From an optimization exercise on the open Yosys and OpenROAD flow, aimed at small area; shortcuts taken in it are not production practice.
At most, simulation tests tie the RTL to the original design; equivalence was not proved.
The flow treats the clock pin as an ideal source, which a real chip does not have.
Power figures rest on the tool's default switching activity, not on a simulated workload.

==> try-quartz <==
## onewire_slave
module onewire_slave (
    input  wire        clk,
    input  wire        rst_n,
    input  wire        dq_in,
    input  wire [63:0] rom_id,
    input  wire [7:0]  mem_rdata,
    input  wire        op_done,
    input  wire        isig_clr,
    output reg         dq_pd,
    output wire [4:0]  mem_addr,
    output wire        mem_rd,
    output wire        mem_we,
    output wire [7:0]  mem_wdata,
    output wire        op_req,
    output wire [7:0]  op_code,
    output wire        bus_reset,
    output reg  [7:0]  isig_cnt
);
Settings: LEC_CHECK=0, CAP_MARGIN=20, CORE_MARGIN=2, CORE_UTILIZATION=40, SLEW_MARGIN=20; clock period 10.0 ns.
standard.sh (not shown) runs the stock make flow with config.mk's settings and CLKGATE_MAP_FILE= SYNTH_SCRIPT=/design/flow/synth_recipe.tcl, a recipe that flattens the netlist after the stock synthesis.
==> flow/flow/run.sh <==
#!/bin/bash
# Standard ORFS layout (the standard.sh), with the port buffers made of
# the smallest buffer cell and a clock tree of few large buffers.
set -euo pipefail
bash standard.sh \
  "BUFFER_PORTS_ARGS=-buffer_cell sky130_fd_sc_hd__buf_1" \
  "CTS_ARGS=-sink_clustering_enable -repair_clock_nets -dont_use_dummy_load -buf_list sky130_fd_sc_hd__clkbuf_16 -sink_clustering_size 64 -sink_clustering_max_diameter 400" \
  finish > standard_flow.log 2>&1
==> try-yarrow: changes against try-quartz <==
==> flow/flow/run.sh (replaced) <==
#!/bin/bash
# Standard ORFS layout (the standard.sh) with three changes:
#  - synthesis maps the logic with ABC's area-oriented script in
#    flow/abc_area.script (deep AIG optimisation, then area mapping); the
#    flip-flops are mapped before ABC runs, exactly as in the standard flow
#  - the port buffers are the smallest buffer cell
#  - clock-tree synthesis uses a clkbuf_8 root, clkbuf_2 leaves and no
#    dummy loads
set -euo pipefail
rm -rf scripts_area
cp -r "$FLOW_HOME/scripts" scripts_area
cp flow/abc_area.script scripts_area/abc_area.script
bash standard.sh \
  "SCRIPTS_DIR=$PWD/scripts_area" \
  "ABC_AREA=1" \
  "BUFFER_PORTS_ARGS=-buffer_cell sky130_fd_sc_hd__buf_1" \
  "CTS_ARGS=-sink_clustering_enable -dont_use_dummy_load -root_buf sky130_fd_sc_hd__clkbuf_8 -buf_list sky130_fd_sc_hd__clkbuf_2" \
  finish > standard_flow.log 2>&1
==> flow/flow/abc_area.script (new file) <==
strash
&get -n
&fraig -x
&deepsyn -I 1 -J 50
&put
dch -f
amap -F 4 -A 4
strash
dch -f
amap -F 4 -A 4
==> try-fjord: changes against try-quartz <==
==> flow/flow/run.sh (replaced) <==
#!/bin/bash
# Standard ORFS layout (the standard.sh) with three changes:
#  - synthesis maps the logic with ABC's area-oriented script in
#    flow/abc_area.script (deep AIG optimisation, then area mapping); the
#    flip-flops are mapped before ABC runs, exactly as in the standard flow
#  - the port buffers are the smallest buffer cell
#  - clock-tree synthesis uses clkbuf_8 and no dummy loads
set -euo pipefail
rm -rf scripts_area
cp -r "$FLOW_HOME/scripts" scripts_area
cp flow/abc_area.script scripts_area/abc_area.script
bash standard.sh \
  "SCRIPTS_DIR=$PWD/scripts_area" \
  "ABC_AREA=1" \
  "BUFFER_PORTS_ARGS=-buffer_cell sky130_fd_sc_hd__buf_1" \
  "CTS_ARGS=-sink_clustering_enable -repair_clock_nets -dont_use_dummy_load -root_buf sky130_fd_sc_hd__clkbuf_8 -buf_list sky130_fd_sc_hd__clkbuf_4" \
  finish > standard_flow.log 2>&1
==> flow/flow/abc_area.script (new file) <==
strash
&get -n
&fraig -x
&deepsyn -I 1 -J 50
&put
dch -f
amap
==> try-ember: changes against try-quartz <==
==> flow/flow/run.sh (replaced) <==
#!/bin/bash
# Standard ORFS layout (the standard.sh) with these changes:
#  - synthesis maps the logic with ABC's area-oriented script in
#    flow/abc_area.script (deep AIG optimisation, then area mapping); the
#    flip-flops are mapped before ABC runs, exactly as in the standard flow
#  - the port buffers are the smallest buffer cell
#  - clock-tree synthesis uses no dummy loads, and flow/cts_shrink.tcl then
#    sizes the leaf clock buffers that drive few flip-flops down to
#    clkbuf_4, and the root buffer too, where the clock-pin slews stay
#    well inside the limit
# Each tool's full output is in standard_flow.log and in ORFS's own logs
# under orfs/logs.
set -euo pipefail
rm -rf scripts_area
cp -r "$FLOW_HOME/scripts" scripts_area
cp flow/abc_area.script scripts_area/abc_area.script
bash standard.sh \
  "SCRIPTS_DIR=$PWD/scripts_area" \
  "ABC_AREA=1" \
  "BUFFER_PORTS_ARGS=-buffer_cell sky130_fd_sc_hd__buf_1" \
  "CTS_ARGS=-sink_clustering_enable -repair_clock_nets -dont_use_dummy_load -buf_list sky130_fd_sc_hd__clkbuf_8" \
  "POST_CTS_TCL=$PWD/flow/cts_shrink.tcl" \
  finish > standard_flow.log 2>&1
==> flow/flow/abc_area.script (new file) <==
strash
&get -n
&fraig -x
&deepsyn -I 1 -J 50
&put
dch -f
amap -F 4 -A 4
strash
dch -f
amap -F 4 -A 4
==> flow/flow/cts_shrink.tcl (new file) <==
proc cts_leaf_slew { inst } {
  set worst 0.0
  set onet [[$inst findITerm X] getNet]
  foreach it [$onet getITerms] {
    if { [[$it getInst] getId] == [$inst getId] } { continue }
    set pin [get_pins [[$it getInst] getName]/[[$it getMTerm] getName]]
    foreach prop {slew_max_rise slew_max_fall} {
      set s [get_property $pin $prop]
      if { $s > $worst } { set worst $s }
    }
  }
  return $worst
}
proc cts_leaf_sinks { inst } {
  set n 0
  set onet [[$inst findITerm X] getNet]
  foreach it [$onet getITerms] {
    if { [[$it getInst] getId] != [$inst getId] } { incr n }
  }
  return $n
}
set cts_block [ord::get_db_block]
foreach inst [$cts_block getInsts] {
  set name [$inst getName]
  if { ![string match "clkbuf_*__f_clk" $name] } { continue }
  set orig [[$inst getMaster] getName]
  if { $orig ne "sky130_fd_sc_hd__clkbuf_8" } { continue }
  set n [cts_leaf_sinks $inst]
  if { $n > 10 } { continue }
  replace_cell $name sky130_fd_sc_hd__clkbuf_4
  estimate_parasitics -placement
  set w [cts_leaf_slew $inst]
  if { $w > 0.110 } {
    replace_cell $name $orig
    estimate_parasitics -placement
  }
  puts "cts_shrink: $name ($n sinks) -> [[$inst getMaster] getName], estimated slew [format %.3f $w] ns"
}
set cts_root [$cts_block findInst clkbuf_0_clk]
if { $cts_root != "NULL" && [[$cts_root getMaster] getName] eq "sky130_fd_sc_hd__clkbuf_8" } {
  replace_cell clkbuf_0_clk sky130_fd_sc_hd__clkbuf_4
  estimate_parasitics -placement
  set w 0.0
  foreach inst [$cts_block getInsts] {
    if { [string match "clkbuf_*__f_clk" [$inst getName]] } {
      set s [cts_leaf_slew $inst]
      if { $s > $w } { set w $s }
    }
  }
  if { $w > 0.110 } {
    replace_cell clkbuf_0_clk sky130_fd_sc_hd__clkbuf_8
    estimate_parasitics -placement
  }
  puts "cts_shrink: clkbuf_0_clk -> [[$cts_root getMaster] getName], worst estimated slew [format %.3f $w] ns"
}
detailed_placement
estimate_parasitics -placement
==> results.txt <==
| item | try-yarrow | try-ember | try-fjord | try-quartz |
|---|---|---|---|---|
| Synth Area in Adders | 0.0304 | 0.0304 | 0.0299 | 0.0240 |
| Hold EP | crc[1] | crc[13] | crc[9] | crc[9] |
| Multi-input gate area in the final layout | 1950 µm² | 1950 µm² | 2030 µm² | 2960 µm² |
| Share of post-route cells with drive strength above 1 | 0.0165 | 0.0165 | 0.0159 | 0.0636 |
| M3 GR Usage | 0.0355 | 0.0334 | 0.0534 | 0.0475 |
| Terminus of the critical flop-to-flop path | ph[0] | ph[0] | ph[2] | ph[3] |
| Max Clk Rate | 0.148 GHz | 0.148 GHz | 0.155 GHz | 0.161 GHz |
| Worst min-delay path startpoint | crc[2] | crc[14] | crc[10] | crc[10] |
| Status | timing/DRC/antenna clean | timing/DRC/antenna clean | timing/DRC/antenna clean | timing/DRC/antenna clean |
| Drt pass-1 iters | 5 | 6 | 7 | 5 |
| Number of buffers inserted during clock tree synthesis | 9 | - | 9 | 9 |
| Register-to-register setup slack | 6.18 ns | 6.21 ns | 6.12 ns | 6.50 ns |
| Mean routed wirelength per cell | 16.7 µm | 16.6 µm | 16.4 µm | 18.5 µm |
| Met2 track demand over resource in global routing | 0.375 | 0.375 | 0.376 | 0.361 |
| Finished Layout Cells | 718 | 718 | 738 | 756 |
| Slowest cell delay on critical path | 0.63 ns | 0.63 ns | 0.48 ns | 0.42 ns |
| Summed instance area of the synthesized netlist | 3710 µm² | 3710 µm² | 3770 µm² | 4690 µm² |
| Combinational share of power | 0.422 | 0.442 | 0.406 | 0.240 |
| Pin count of the biggest net entering global routing | 17 | 17 | 17 | 37 |
| Global-route wire length before repair | 18.3 mm | 18.3 mm | 18.4 mm | 22.1 mm |
| Full die area | 10100 µm² | 10100 µm² | 10200 µm² | 12600 µm² |
| Worst slack after detailed placement | 3.30 ns | 3.30 ns | 3.57 ns | 3.84 ns |
| Routed wl met3 | 937 µm | 1.04 mm | 795 µm | 1.13 mm |
| Arrival time of the worst setup path | 4.76 ns | 4.76 ns | 4.45 ns | 4.23 ns |
| Max Clock Skew | 0.0294 ns | 0.0281 ns | 0.0284 ns | 0.0100 ns |
| Inverters | 68 | 68 | 66 | 17 |

---

==> run a: inputs <==
==> flow/design.v <==
module onewire_slave (
    input  wire        clk,
    input  wire        rst_n,
    input  wire        dq_in,
    input  wire [63:0] rom_id,
    input  wire [7:0]  mem_rdata,
    input  wire        op_done,
    input  wire        isig_clr,
    output reg         dq_pd,
    output wire [4:0]  mem_addr,
    output wire        mem_rd,
    output wire        mem_we,
    output wire [7:0]  mem_wdata,
    output wire        op_req,
    output wire [7:0]  op_code,
    output wire        bus_reset,
    output reg  [7:0]  isig_cnt
);
    function [4:0] t_at(input integer n);
        integer i;
        reg [4:0] x;
        begin
            x = 5'd0;
            for (i = 0; i < n; i = i + 1) x = {x[3:0], ~(x[4] ^ x[2])};
            t_at = x;
        end
    endfunction
    function [8:0] l_at(input integer n);
        integer i;
        reg [8:0] x;
        begin
            x = 9'd0;
            for (i = 0; i < n; i = i + 1) x = {x[7:0], ~(x[8] ^ x[3])};
            l_at = x;
        end
    endfunction
    localparam [4:0] T_1   = t_at(1);
    localparam [4:0] T_30  = t_at(30);
    localparam [8:0] L_399 = l_at(399);
    localparam [8:0] L_400 = l_at(400);
    localparam [8:0] M_399 = 9'b101101111;
    localparam [8:0] M_400 = 9'b011011111;
    localparam [8:0] C_RST = 9'd20;
    localparam [8:0] C_PD1 = C_RST + 9'd19;
    localparam [8:0] C_PD0 = C_RST + 9'd99;
    localparam [8:0] M_PD1 = 9'b001011111;
    localparam [8:0] M_PD0 = 9'b001110111;
    localparam [4:0] IDLE    = 5'b00000,
                     RST     = 5'b00001,
                     PR      = 5'b00010,
                     BUSY    = 5'b00011,
                     ROM_CMD = 5'b00100,
                     MATCH   = 5'b00101,
                     READ    = 5'b01000,
                     SRCH0   = 5'b01001,
                     SRCH1   = 5'b01010,
                     SRCH2   = 5'b01011,
                     TA_WR   = 5'b10000,
                     TA_RD   = 5'b10001,
                     WR_DATA = 5'b10010,
                     RD_DATA = 5'b10011,
                     WR_CRC  = 5'b10100,
                     RD_CRC  = 5'b10101,
                     FN_CMD  = 5'b11000,
                     CONV    = 5'b11001,
                     SCR     = 5'b11010;
    reg [4:0]  ph;
    reg [4:0]  T;
    reg [8:0]  low;
    reg [8:0]  cnt;
    reg [7:0]  sh;
    reg [15:0] crc;
    reg        dq_q;
    wire [2:0] b  = cnt[2:0];
    wire       H  = cnt[3];
    wire [4:0] A  = cnt[8:4];
    wire       cb = (b == 3'd7);
    wire       fall  = dq_q & ~dq_in;
    wire       ev    = ~dq_in & ((low & M_399) == (L_399 & M_399));
    wire       at400 = ((low & M_400) == (L_400 & M_400));
    wire       Tz    = (T == 5'd0);
    wire       Tend  = (T == T_30);
    wire [7:0] rx    = {dq_in, sh[7:1]};
    wire       rbit  = rom_id[cnt[5:0]];
    wire       idx63 = (cnt[5:0] == 6'd63);
    wire       is_busy = (ph == BUSY);
    wire       slotph  = (ph != IDLE) && (ph != RST) && (ph != PR) && (ph != BUSY);
    wire       dmode = (ph == RD_DATA) | (ph == WR_DATA);
    wire       rd    = ph[0];       
    wire       a22   = A[4] & A[2] & A[1];
    wire       pe    = rd ? ((A[2:0] == 3'd0) | (a22 & A[0])) : (A[2] & A[1] & (A[0] | A[4]));
    wire       last  = a22 & (A[0] | ~rd);
    wire       sbyte0 = A[4] & ~A[0] & H;
    wire       sbyte8 = ~A[4] & A[1] & H;
    wire       slot_end = slotph & Tend;
    reg tx, obit;
    always @* begin
        tx   = 1'b1;
        obit = 1'b1;
        case (ph)
            READ, SRCH0:       obit = rbit;
            SRCH1:             obit = ~rbit;
            RD_DATA:           obit = sh[0];
            RD_CRC, WR_CRC:    obit = crc[0];
            SCR:               obit = sbyte8 ? crc[8] : sh[0];
            default:           tx = 1'b0;
        endcase
    end
    reg [4:0] n_ph;
    reg       n_dqpd;
    reg       adv, ldA, kill, clr_hi, sh_ld;
    reg       acc_rd, acc_we;
    reg [4:0] acc_a;
    always @* begin
        n_ph   = ph;
        n_dqpd = dq_pd;
        adv    = 1'b0;
        ldA    = 1'b0;
        kill   = 1'b1;
        clr_hi = 1'b0;
        sh_ld  = 1'b0;
        acc_rd = 1'b0;
        acc_we = 1'b0;
        acc_a  = A;
        if (Tend) n_dqpd = 1'b0;
        case (ph)
            IDLE: ;
            RST: if (dq_in) begin
                adv  = 1'b1;
                n_ph = PR;
            end
            PR: begin
                adv = 1'b1;
                if ((cnt & M_PD1) == (C_PD1 & M_PD1)) n_dqpd = 1'b1;
                if ((cnt & M_PD0) == (C_PD0 & M_PD0)) begin
                    n_dqpd = 1'b0;
                    n_ph   = ROM_CMD;
                end
            end
            BUSY: begin
                if (T == T_1) n_dqpd = 1'b1;
                if (Tz && !H) n_ph = IDLE;
            end
            default: begin
                if (Tz && fall && tx && !obit) n_dqpd = 1'b1;
                if (Tend) begin
                    adv = 1'b1;
                    case (ph)
                        ROM_CMD: if (cb) begin
                            case (rx)
                                8'h33: n_ph = READ;
                                8'h55: n_ph = MATCH;
                                8'hCC: n_ph = FN_CMD;
                                8'hF0: n_ph = SRCH0;
                                8'hEC: begin
                                    acc_a  = 5'd10;
                                    acc_rd = 1'b1;
                                    n_ph = (mem_rdata[7] | mem_rdata[6]) ? SRCH0 : IDLE;
                                end
                                default: n_ph = IDLE;
                            endcase
                        end
                        READ: if (idx63) n_ph = FN_CMD;
                        MATCH: begin
                            if (dq_in != rbit) n_ph = IDLE;
                            else if (idx63) n_ph = FN_CMD;
                        end
                        SRCH0: begin
                            adv  = 1'b0;
                            n_ph = SRCH1;
                        end
                        SRCH1: begin
                            adv  = 1'b0;
                            n_ph = SRCH2;
                        end
                        SRCH2: begin
                            if (dq_in != rbit) n_ph = IDLE;
                            else if (idx63) n_ph = FN_CMD;
                            else n_ph = SRCH0;
                        end
                        FN_CMD: begin
                            kill = 1'b0;
                            if (cb) begin
                                ldA = 1'b1;
                                case (rx)
                                    8'hAA: n_ph = TA_RD;
                                    8'h55: n_ph = TA_WR;
                                    8'h3C: n_ph = CONV;
                                    8'h44, 8'h48, 8'hB8: n_ph = BUSY;
                                    8'hBE: begin
                                        acc_a  = 5'd4;
                                        acc_rd = 1'b1;
                                        sh_ld  = 1'b1;
                                        clr_hi = 1'b1;
                                        n_ph   = SCR;
                                    end
                                    default: n_ph = IDLE;
                                endcase
                            end
                        end
                        TA_RD, TA_WR: begin
                            kill = 1'b0;
                            if (cb) begin
                                if (H) begin
                                    if (rx >= 8'd23) n_ph = IDLE;
                                    else ldA = 1'b1;
                                end else if (rd) begin
                                    acc_rd = 1'b1;
                                    sh_ld  = 1'b1;
                                    n_ph   = RD_DATA;
                                end else begin
                                    n_ph = WR_DATA;
                                end
                            end
                        end
                        RD_DATA: begin
                            kill = 1'b0;
                            if (cb) begin
                                if (pe) n_ph = RD_CRC;
                                else begin
                                    acc_rd = 1'b1;
                                    sh_ld  = 1'b1;
                                end
                            end
                        end
                        WR_DATA: begin
                            kill = 1'b0;
                            if (cb) begin
                                acc_we = 1'b1;
                                if (pe) n_ph = WR_CRC;
                            end
                        end
                        RD_CRC, WR_CRC: begin
                            if (cb && H) begin
                                if (last) n_ph = IDLE;
                                else if (rd) begin
                                    acc_rd = 1'b1;
                                    sh_ld  = 1'b1;
                                    n_ph   = RD_DATA;
                                end else begin
                                    n_ph = WR_DATA;
                                end
                            end
                        end
                        CONV: begin
                            if (cb && !H) n_ph = BUSY;
                        end
                        SCR: begin
                            kill = sbyte8;
                            if (cb) begin
                                if (sbyte0) begin
                                    acc_a  = 5'd5;
                                    acc_rd = 1'b1;
                                    sh_ld  = 1'b1;
                                end
                                if (sbyte8) n_ph = IDLE;
                            end
                        end
                        default: ;
                    endcase
                end
            end
        endcase
        if (ev) begin
            n_ph   = RST;
            n_dqpd = 1'b0;
            acc_rd = 1'b0;
            acc_we = 1'b0;
        end
    end
    assign mem_rd    = acc_rd & rst_n;
    assign mem_we    = acc_we & rst_n;
    assign mem_addr  = (mem_rd | mem_we) ? acc_a : 5'd0;
    assign mem_wdata = mem_we ? rx : 8'd0;
    wire       mode8 = (ph == SCR);
    wire       rxph  = (ph == FN_CMD) | (ph == TA_RD) | (ph == TA_WR) | (ph == WR_DATA);
    wire       src   = mode8 ? crc[8] : crc[0];
    wire       fb    = (src ^ (rxph ? dq_in : sh[0])) & ~kill;
    wire       crc_en = Tend | (ph == PR);
    reg [15:0] n_crc;
    always @* begin
        n_crc = crc;
        if (crc_en) begin
            n_crc     = {fb, crc[15:1]};
            n_crc[11] = crc[12] ^ (fb & mode8);
            n_crc[10] = crc[11] ^ fb;
            n_crc[3]  = crc[4] ^ fb;
        end
        if (clr_hi) n_crc[15:8] = 8'd0;
    end
    wire       cA = cb & (dmode ? ~pe : (H | (ph == TA_RD)));
    reg [8:0] n_cnt;
    always @* begin
        n_cnt = cnt;
        if (adv) begin
            n_cnt[2:0] = b + 3'd1;
            n_cnt[3]   = (H ^ cb) & ~dmode;
            n_cnt[8:4] = ldA ? rx[4:0] : (A + {4'd0, cA});
        end
        if (is_busy && op_done) n_cnt[3] = 1'b0;
        if (ev) n_cnt = C_RST;
    end
    wire [7:0] n_sh = sh_ld ? mem_rdata : (Tend ? {dq_in & ~mode8, sh[7:1]} : sh);
    wire busy_start = is_busy & (T == T_1);
    wire act  = slotph | (is_busy & H);
    wire Tclr = ev | (Tz & ~(fall & act));
    always @(posedge clk) begin
        if (!rst_n) begin
            ph        <= IDLE;
            low       <= 9'd0;
            dq_q      <= 1'b0;
            dq_pd     <= 1'b0;
            isig_cnt  <= 8'd0;
            T         <= 5'd0;
        end else begin
            ph        <= n_ph;
            low       <= dq_in ? 9'd0 : ({low[7:0], ~(low[8] ^ low[3])} | {9{at400}});
            dq_q      <= dq_in;
            dq_pd     <= n_dqpd;
            isig_cnt  <= (isig_clr ? 8'd0 : isig_cnt) + {7'd0, fall | busy_start};
            T         <= Tclr ? 5'd0 : {T[3:0], ~(T[4] ^ T[2])};
        end
        cnt <= n_cnt;
        sh  <= n_sh;
        crc <= n_crc;
    end
    assign bus_reset = at400;
    assign op_req  = is_busy;
    assign op_code = is_busy ? {A[4] & ~A[2], ~A[4], A[4], A[4], A[4] | ~A[2], A[2], 2'b00} : 8'd0;
endmodule
==> flow/flow/run.sh <==
#!/bin/bash
# Standard ORFS layout (the standard.sh), with the port buffers made of
# the smallest buffer cell and clock-tree synthesis without dummy loads.
set -euo pipefail
bash standard.sh \
  "BUFFER_PORTS_ARGS=-buffer_cell sky130_fd_sc_hd__buf_1" \
  "CTS_ARGS=-sink_clustering_enable -repair_clock_nets -dont_use_dummy_load -buf_list sky130_fd_sc_hd__clkbuf_8 -sink_clustering_size 24 -sink_clustering_max_diameter 100" \
  finish > standard_flow.log 2>&1
==> flow/standard.sh <==
#!/bin/bash
# synth_recipe.tcl (not shown) runs the flow's synth.tcl, then flattens the netlist and writes it again
# the make line also repeats each setting of config.mk as NAME=value (left out here)
make -C /OpenROAD-flow-scripts/flow DESIGN_CONFIG=/design/flow/config.mk WORK_HOME=/design/flow/orfs CLKGATE_MAP_FILE= SYNTH_SCRIPT=/design/flow/synth_recipe.tcl "${@:-finish}"
==> flow/config.mk <==
export PLATFORM = sky130hd
export DESIGN_NAME = onewire_slave
export DESIGN_NICKNAME = onewire_slave
export VERILOG_FILES = /design/flow/design.v
export SDC_FILE = /design/flow/constraint.sdc
export NUM_CORES = 4
export LEC_CHECK = 0
export CAP_MARGIN = 20
export CORE_MARGIN = 2
export CORE_UTILIZATION = 40
export CTS_BUF_LIST = sky130_fd_sc_hd__clkbuf_8
export GPL_TIMING_DRIVEN = 0
export SLEW_MARGIN = 20
==> flow/constraint.sdc <==
create_clock -name core_clock -period 10.0 [get_ports {clk}]
set_input_delay 2.0000 -clock core_clock [delete_from_list [all_inputs] [get_ports {clk}]]
set_output_delay 2.0000 -clock core_clock [all_outputs]
set_load 0.01 [all_outputs]
==> inputs of run b, as changes to run a <==
--- a/flow/design.v
+++ b/flow/design.v
@@ -95,2 +95,3 @@
     wire       slot_end = slotph & Tend;
+    wire       scr_fix  = b[0] & ~b[1];
     reg tx, obit;
@@ -104,3 +105,3 @@
             RD_CRC, WR_CRC:    obit = crc[0];
-            SCR:               obit = sbyte8 ? crc[8] : sh[0];
+            SCR:               obit = sbyte8 ? (crc[8] ^ scr_fix) : sh[0];
             default:           tx = 1'b0;
@@ -110,3 +111,3 @@
     reg       n_dqpd;
-    reg       adv, ldA, kill, clr_hi, sh_ld;
+    reg       adv, ldA, kill, sh_ld;
     reg       acc_rd, acc_we;
@@ -119,3 +120,2 @@
         kill   = 1'b1;
-        clr_hi = 1'b0;
         sh_ld  = 1'b0;
@@ -193,3 +193,2 @@
                                         sh_ld  = 1'b1;
-                                        clr_hi = 1'b1;
                                         n_ph   = SCR;
@@ -288,3 +287,2 @@
         end
-        if (clr_hi) n_crc[15:8] = 8'd0;
     end
==> flow/flow/run.sh (replaced) <==
#!/bin/bash
# Standard ORFS layout (the standard.sh) with these changes:
#  - synthesis maps the logic with ABC's area-oriented script in
#    flow/abc_area.script (deep AIG optimisation, then area mapping); the
#    flip-flops are mapped before ABC runs, exactly as in the standard flow
#  - the port buffers are the smallest buffer cell
#  - clock-tree synthesis uses no dummy loads, and flow/cts_shrink.tcl then
#    sizes the leaf clock buffers that drive few flip-flops down to
#    clkbuf_4 where the clock-pin slews stay well inside the limit
# Each tool's full output is in standard_flow.log and in ORFS's own logs
# under orfs/logs.
set -euo pipefail
rm -rf scripts_area
cp -r "$FLOW_HOME/scripts" scripts_area
cp flow/abc_area.script scripts_area/abc_area.script
bash standard.sh \
  "SCRIPTS_DIR=$PWD/scripts_area" \
  "ABC_AREA=1" \
  "BUFFER_PORTS_ARGS=-buffer_cell sky130_fd_sc_hd__buf_1" \
  "CTS_ARGS=-sink_clustering_enable -repair_clock_nets -dont_use_dummy_load -buf_list sky130_fd_sc_hd__clkbuf_8" \
  "POST_CTS_TCL=$PWD/flow/cts_shrink.tcl" \
  finish > standard_flow.log 2>&1
==> flow/flow/abc_area.script (new file) <==
strash
&get -n
&fraig -x
&deepsyn -I 1 -J 50
&put
dch -f
amap -F 4 -A 4
strash
dch -f
amap -F 4 -A 4
==> flow/flow/cts_shrink.tcl (new file) <==
proc cts_leaf_slew { inst } {
  set worst 0.0
  set onet [[$inst findITerm X] getNet]
  foreach it [$onet getITerms] {
    if { [[$it getInst] getId] == [$inst getId] } { continue }
    set pin [get_pins [[$it getInst] getName]/[[$it getMTerm] getName]]
    foreach prop {slew_max_rise slew_max_fall} {
      set s [get_property $pin $prop]
      if { $s > $worst } { set worst $s }
    }
  }
  return $worst
}
proc cts_leaf_sinks { inst } {
  set n 0
  set onet [[$inst findITerm X] getNet]
  foreach it [$onet getITerms] {
    if { [[$it getInst] getId] != [$inst getId] } { incr n }
  }
  return $n
}
set cts_block [ord::get_db_block]
foreach inst [$cts_block getInsts] {
  set name [$inst getName]
  if { ![string match "clkbuf_*__f_clk" $name] } { continue }
  set orig [[$inst getMaster] getName]
  if { $orig ne "sky130_fd_sc_hd__clkbuf_8" } { continue }
  set n [cts_leaf_sinks $inst]
  if { $n > 10 } { continue }
  replace_cell $name sky130_fd_sc_hd__clkbuf_4
  estimate_parasitics -placement
  set w [cts_leaf_slew $inst]
  if { $w > 0.110 } {
    replace_cell $name $orig
    estimate_parasitics -placement
  }
  puts "cts_shrink: $name ($n sinks) -> [[$inst getMaster] getName], estimated slew [format %.3f $w] ns"
}
detailed_placement
estimate_parasitics -placement
CTS_BUF_LIST = default   (was sky130_fd_sc_hd__clkbuf_8)
GPL_TIMING_DRIVEN = default   (was 0)
==> inputs of run c, as changes to run a <==
--- a/flow/design.v
+++ b/flow/design.v
@@ -15,3 +15,3 @@
     output wire [7:0]  op_code,
-    output wire        bus_reset,
+    output reg         bus_reset,
     output reg  [7:0]  isig_cnt
@@ -32,3 +32,3 @@
             x = 9'd0;
-            for (i = 0; i < n; i = i + 1) x = {x[7:0], ~(x[8] ^ x[3])};
+            for (i = 0; i < n; i = i + 1) x = {x[7:0], ~(x[8] ^ x[4])};
             l_at = x;
@@ -39,5 +39,2 @@
     localparam [8:0] L_399 = l_at(399);
-    localparam [8:0] L_400 = l_at(400);
-    localparam [8:0] M_399 = 9'b101101111;
-    localparam [8:0] M_400 = 9'b011011111;
     localparam [8:0] C_RST = 9'd20;
@@ -45,4 +42,2 @@
     localparam [8:0] C_PD0 = C_RST + 9'd99;
-    localparam [8:0] M_PD1 = 9'b001011111;
-    localparam [8:0] M_PD0 = 9'b001110111;
     localparam [4:0] IDLE    = 5'b00000,
@@ -78,4 +73,3 @@
     wire       fall  = dq_q & ~dq_in;
-    wire       ev    = ~dq_in & ((low & M_399) == (L_399 & M_399));
-    wire       at400 = ((low & M_400) == (L_400 & M_400));
+    wire       ev    = ~dq_in & (low == L_399);
     wire       Tz    = (T == 5'd0);
@@ -89,7 +83,6 @@
     wire       rd    = ph[0];       
-    wire       a22   = A[4] & A[2] & A[1];
-    wire       pe    = rd ? ((A[2:0] == 3'd0) | (a22 & A[0])) : (A[2] & A[1] & (A[0] | A[4]));
-    wire       last  = a22 & (A[0] | ~rd);
-    wire       sbyte0 = A[4] & ~A[0] & H;
-    wire       sbyte8 = ~A[4] & A[1] & H;
+    wire       pe    = rd ? ((A[2:0] == 3'd0) | (A == 5'd23)) : ((A[2:0] == 3'd7) | (A == 5'd22));
+    wire       last  = rd ? (A == 5'd23) : (A == 5'd22);
+    wire       sbyte0 = (A == 5'd30) & H;
+    wire       sbyte8 = (A == 5'd2) & H;
     wire       slot_end = slotph & Tend;
@@ -133,4 +126,4 @@
                 adv = 1'b1;
-                if ((cnt & M_PD1) == (C_PD1 & M_PD1)) n_dqpd = 1'b1;
-                if ((cnt & M_PD0) == (C_PD0 & M_PD0)) begin
+                if (cnt == C_PD1) n_dqpd = 1'b1;
+                if (cnt == C_PD0) begin
                     n_dqpd = 1'b0;
@@ -312,2 +305,3 @@
             dq_pd     <= 1'b0;
+            bus_reset <= 1'b0;
             isig_cnt  <= 8'd0;
@@ -316,5 +310,6 @@
             ph        <= n_ph;
-            low       <= dq_in ? 9'd0 : ({low[7:0], ~(low[8] ^ low[3])} | {9{at400}});
+            low       <= dq_in ? 9'd0 : (ev ? 9'h1FF : {low[7:0], ~(low[8] ^ low[4])});
             dq_q      <= dq_in;
             dq_pd     <= n_dqpd;
+            bus_reset <= ev;
             isig_cnt  <= (isig_clr ? 8'd0 : isig_cnt) + {7'd0, fall | busy_start};
@@ -326,3 +321,2 @@
     end
-    assign bus_reset = at400;
     assign op_req  = is_busy;
==> flow/run.sh (new file) <==
#!/bin/bash
# synth_recipe.tcl (not shown) runs the flow's synth.tcl, then flattens the netlist and writes it again
# the make line also repeats each setting of config.mk as NAME=value (left out here)
make -C /OpenROAD-flow-scripts/flow DESIGN_CONFIG=/design/flow/config.mk WORK_HOME=/design/flow/orfs CLKGATE_MAP_FILE= SYNTH_SCRIPT=/design/flow/synth_recipe.tcl finish
GPL_TIMING_DRIVEN = default   (was 0)
removed: flow/flow/run.sh
removed: flow/standard.sh
==> inputs of run d, as changes to run a <==
--- a/flow/design.v
+++ b/flow/design.v
@@ -15,3 +15,3 @@
     output wire [7:0]  op_code,
-    output wire        bus_reset,
+    output reg         bus_reset,
     output reg  [7:0]  isig_cnt
@@ -32,3 +32,3 @@
             x = 9'd0;
-            for (i = 0; i < n; i = i + 1) x = {x[7:0], ~(x[8] ^ x[3])};
+            for (i = 0; i < n; i = i + 1) x = {x[7:0], ~(x[8] ^ x[4])};
             l_at = x;
@@ -39,5 +39,2 @@
     localparam [8:0] L_399 = l_at(399);
-    localparam [8:0] L_400 = l_at(400);
-    localparam [8:0] M_399 = 9'b101101111;
-    localparam [8:0] M_400 = 9'b011011111;
     localparam [8:0] C_RST = 9'd20;
@@ -45,4 +42,2 @@
     localparam [8:0] C_PD0 = C_RST + 9'd99;
-    localparam [8:0] M_PD1 = 9'b001011111;
-    localparam [8:0] M_PD0 = 9'b001110111;
     localparam [4:0] IDLE    = 5'b00000,
@@ -78,4 +73,3 @@
     wire       fall  = dq_q & ~dq_in;
-    wire       ev    = ~dq_in & ((low & M_399) == (L_399 & M_399));
-    wire       at400 = ((low & M_400) == (L_400 & M_400));
+    wire       ev    = ~dq_in & (low == L_399);
     wire       Tz    = (T == 5'd0);
@@ -89,7 +83,6 @@
     wire       rd    = ph[0];       
-    wire       a22   = A[4] & A[2] & A[1];
-    wire       pe    = rd ? ((A[2:0] == 3'd0) | (a22 & A[0])) : (A[2] & A[1] & (A[0] | A[4]));
-    wire       last  = a22 & (A[0] | ~rd);
-    wire       sbyte0 = A[4] & ~A[0] & H;
-    wire       sbyte8 = ~A[4] & A[1] & H;
+    wire       pe    = rd ? ((A[2:0] == 3'd0) | (A == 5'd23)) : ((A[2:0] == 3'd7) | (A == 5'd22));
+    wire       last  = rd ? (A == 5'd23) : (A == 5'd22);
+    wire       sbyte0 = (A == 5'd30) & H;
+    wire       sbyte8 = (A == 5'd2) & H;
     wire       slot_end = slotph & Tend;
@@ -133,4 +126,4 @@
                 adv = 1'b1;
-                if ((cnt & M_PD1) == (C_PD1 & M_PD1)) n_dqpd = 1'b1;
-                if ((cnt & M_PD0) == (C_PD0 & M_PD0)) begin
+                if (cnt == C_PD1) n_dqpd = 1'b1;
+                if (cnt == C_PD0) begin
                     n_dqpd = 1'b0;
@@ -312,2 +305,3 @@
             dq_pd     <= 1'b0;
+            bus_reset <= 1'b0;
             isig_cnt  <= 8'd0;
@@ -316,5 +310,6 @@
             ph        <= n_ph;
-            low       <= dq_in ? 9'd0 : ({low[7:0], ~(low[8] ^ low[3])} | {9{at400}});
+            low       <= dq_in ? 9'd0 : (ev ? 9'h1FF : {low[7:0], ~(low[8] ^ low[4])});
             dq_q      <= dq_in;
             dq_pd     <= n_dqpd;
+            bus_reset <= ev;
             isig_cnt  <= (isig_clr ? 8'd0 : isig_cnt) + {7'd0, fall | busy_start};
@@ -326,3 +321,2 @@
     end
-    assign bus_reset = at400;
     assign op_req  = is_busy;
==> flow/flow/run.sh (replaced) <==
#!/bin/bash
# Standard ORFS layout (the standard.sh), with the port buffers made of
# the smallest buffer cell and clock-tree synthesis without dummy loads.
set -euo pipefail
bash standard.sh \
  "BUFFER_PORTS_ARGS=-buffer_cell sky130_fd_sc_hd__buf_1" \
  "CTS_ARGS=-sink_clustering_enable -repair_clock_nets -dont_use_dummy_load -buf_list sky130_fd_sc_hd__clkbuf_8" \
  finish > standard_flow.log 2>&1
GPL_TIMING_DRIVEN = default   (was 0)
==> summary of the runs <==
Run d completed without violations. Run b finished with timing, DRC and antenna clean. Run c completed with no timing, DRC or antenna violations. Run a went through all stages and came out clean.
First-iteration DRC count, highest first: run d, run c, run b, run a.
Clock power: run d is larger than run b (33%).
The lowest register-to-register slack belongs to run b, the highest to run a.
Worst hold slack: run b < run d < run c < run a.
In sequential power, run c and run d hardly differ.
The lowest cell count belongs to run b, the highest to run a.
The lowest combinational power belongs to run d, the highest to run b.
In die area, run c and run d do not differ.
==> figures <==
quantity	run d	run b	run c	run a
Result of the run	finished clean	finished clean	finished clean	finished clean
Maximum clock skew at final layout	0.02508 ns	0.02940 ns	0.007070 ns	0.02412 ns
Critical path endpoint	mem_addr[0]	mem_addr[0]	mem_addr[2]	mem_addr[2]
Worst Hold Margin	0.4168 ns	0.4143 ns	0.4234 ns	0.4253 ns
Psw	0.0001682 W	0.0003779 W	0.0001828 W	0.0002677 W
Cell Area, Synth	4689 um2	3707 um2	4689 um2	4872 um2
Switching fraction of total power	29.10%	43.72%	28.33%	34.33%
Minimum setup slack in the final design	3.659 ns	3.240 ns	2.831 ns	3.393 ns
Tapcells inserted	143	111	143	147
Area fraction of the dominant cell type after synthesis	20.06%	20.52%	20.06%	18.90%
Layout Utilization	46.14%	47.43%	52.37%	46.78%
Bufs and invs on worst path	3	3	3	4
Worst voltage drop across the vdd grid	0.08625 mV	0.08143 mV	0.08229 mV	0.08974 mV
Global placement routability congestion	0.9779	0.9973	0.9320	0.9953
Leakage	1.913 nW	1.428 nW	2.211 nW	1.936 nW
Ratio of layout area to synthesized area	1.1235x	1.1654x	1.2751x	1.1484x
Global Route met3 Usage	5.346%	3.552%	4.860%	5.188%
Global routing met1 resource utilization	32.16%	32.36%	32.94%	34.43%
Function not checked in run a: the RTL went through the layout flow alone.

port drivers added, routing unchanged:
How much do the figures lean on ideal ports? The routed layouts below were timed once more, with nothing changed but the port constraints. Step 1 assumes that a clkbuf_16 drives the clock port and a buf_2 every other input. Step 2 times the ports against the registers' clock, not the clock port: input delays grow and output delays shrink by t, the midpoint of the rising clock arrivals with the driver on. Three values: ideal, step 1, step 2; two values: the first two.
run	t, ns	setup WS [ns]	hold slack, ns	clock arrival spread, ns	slew at the worst register clock pin (ns)
try-quartz	0.365	3.770 / 3.748 / 3.748	0.416 / 0.416 / 0.416	0.010 / 0.010	0.05 / 0.05
try-yarrow	0.361	3.238 / 3.209 / 3.209	0.412 / 0.412 / 0.412	0.029 / 0.030	0.08 / 0.08
try-fjord	0.366	3.546 / 3.517 / 3.517	0.411 / 0.411 / 0.411	0.028 / 0.029	0.08 / 0.08
try-ember	0.418	3.245 / 3.216 / 3.216	0.414 / 0.414 / 0.414	0.028 / 0.028	0.10 / 0.10
run a	0.385	3.393 / 3.371 / 3.371	0.425 / 0.425 / 0.425	0.024 / 0.024	0.07 / 0.07
run b	0.359	3.240 / 3.211 / 3.211	0.414 / 0.414 / 0.414	0.029 / 0.029	0.10 / 0.10
run c	0.379	2.831 / 2.809 / 2.809	0.423 / 0.423 / 0.423	0.007 / 0.007	0.07 / 0.07
run d	0.383	3.659 / 3.639 / 3.639	0.417 / 0.417 / 0.417	0.026 / 0.025	0.08 / 0.08
After both steps every run listed still meets setup and hold.
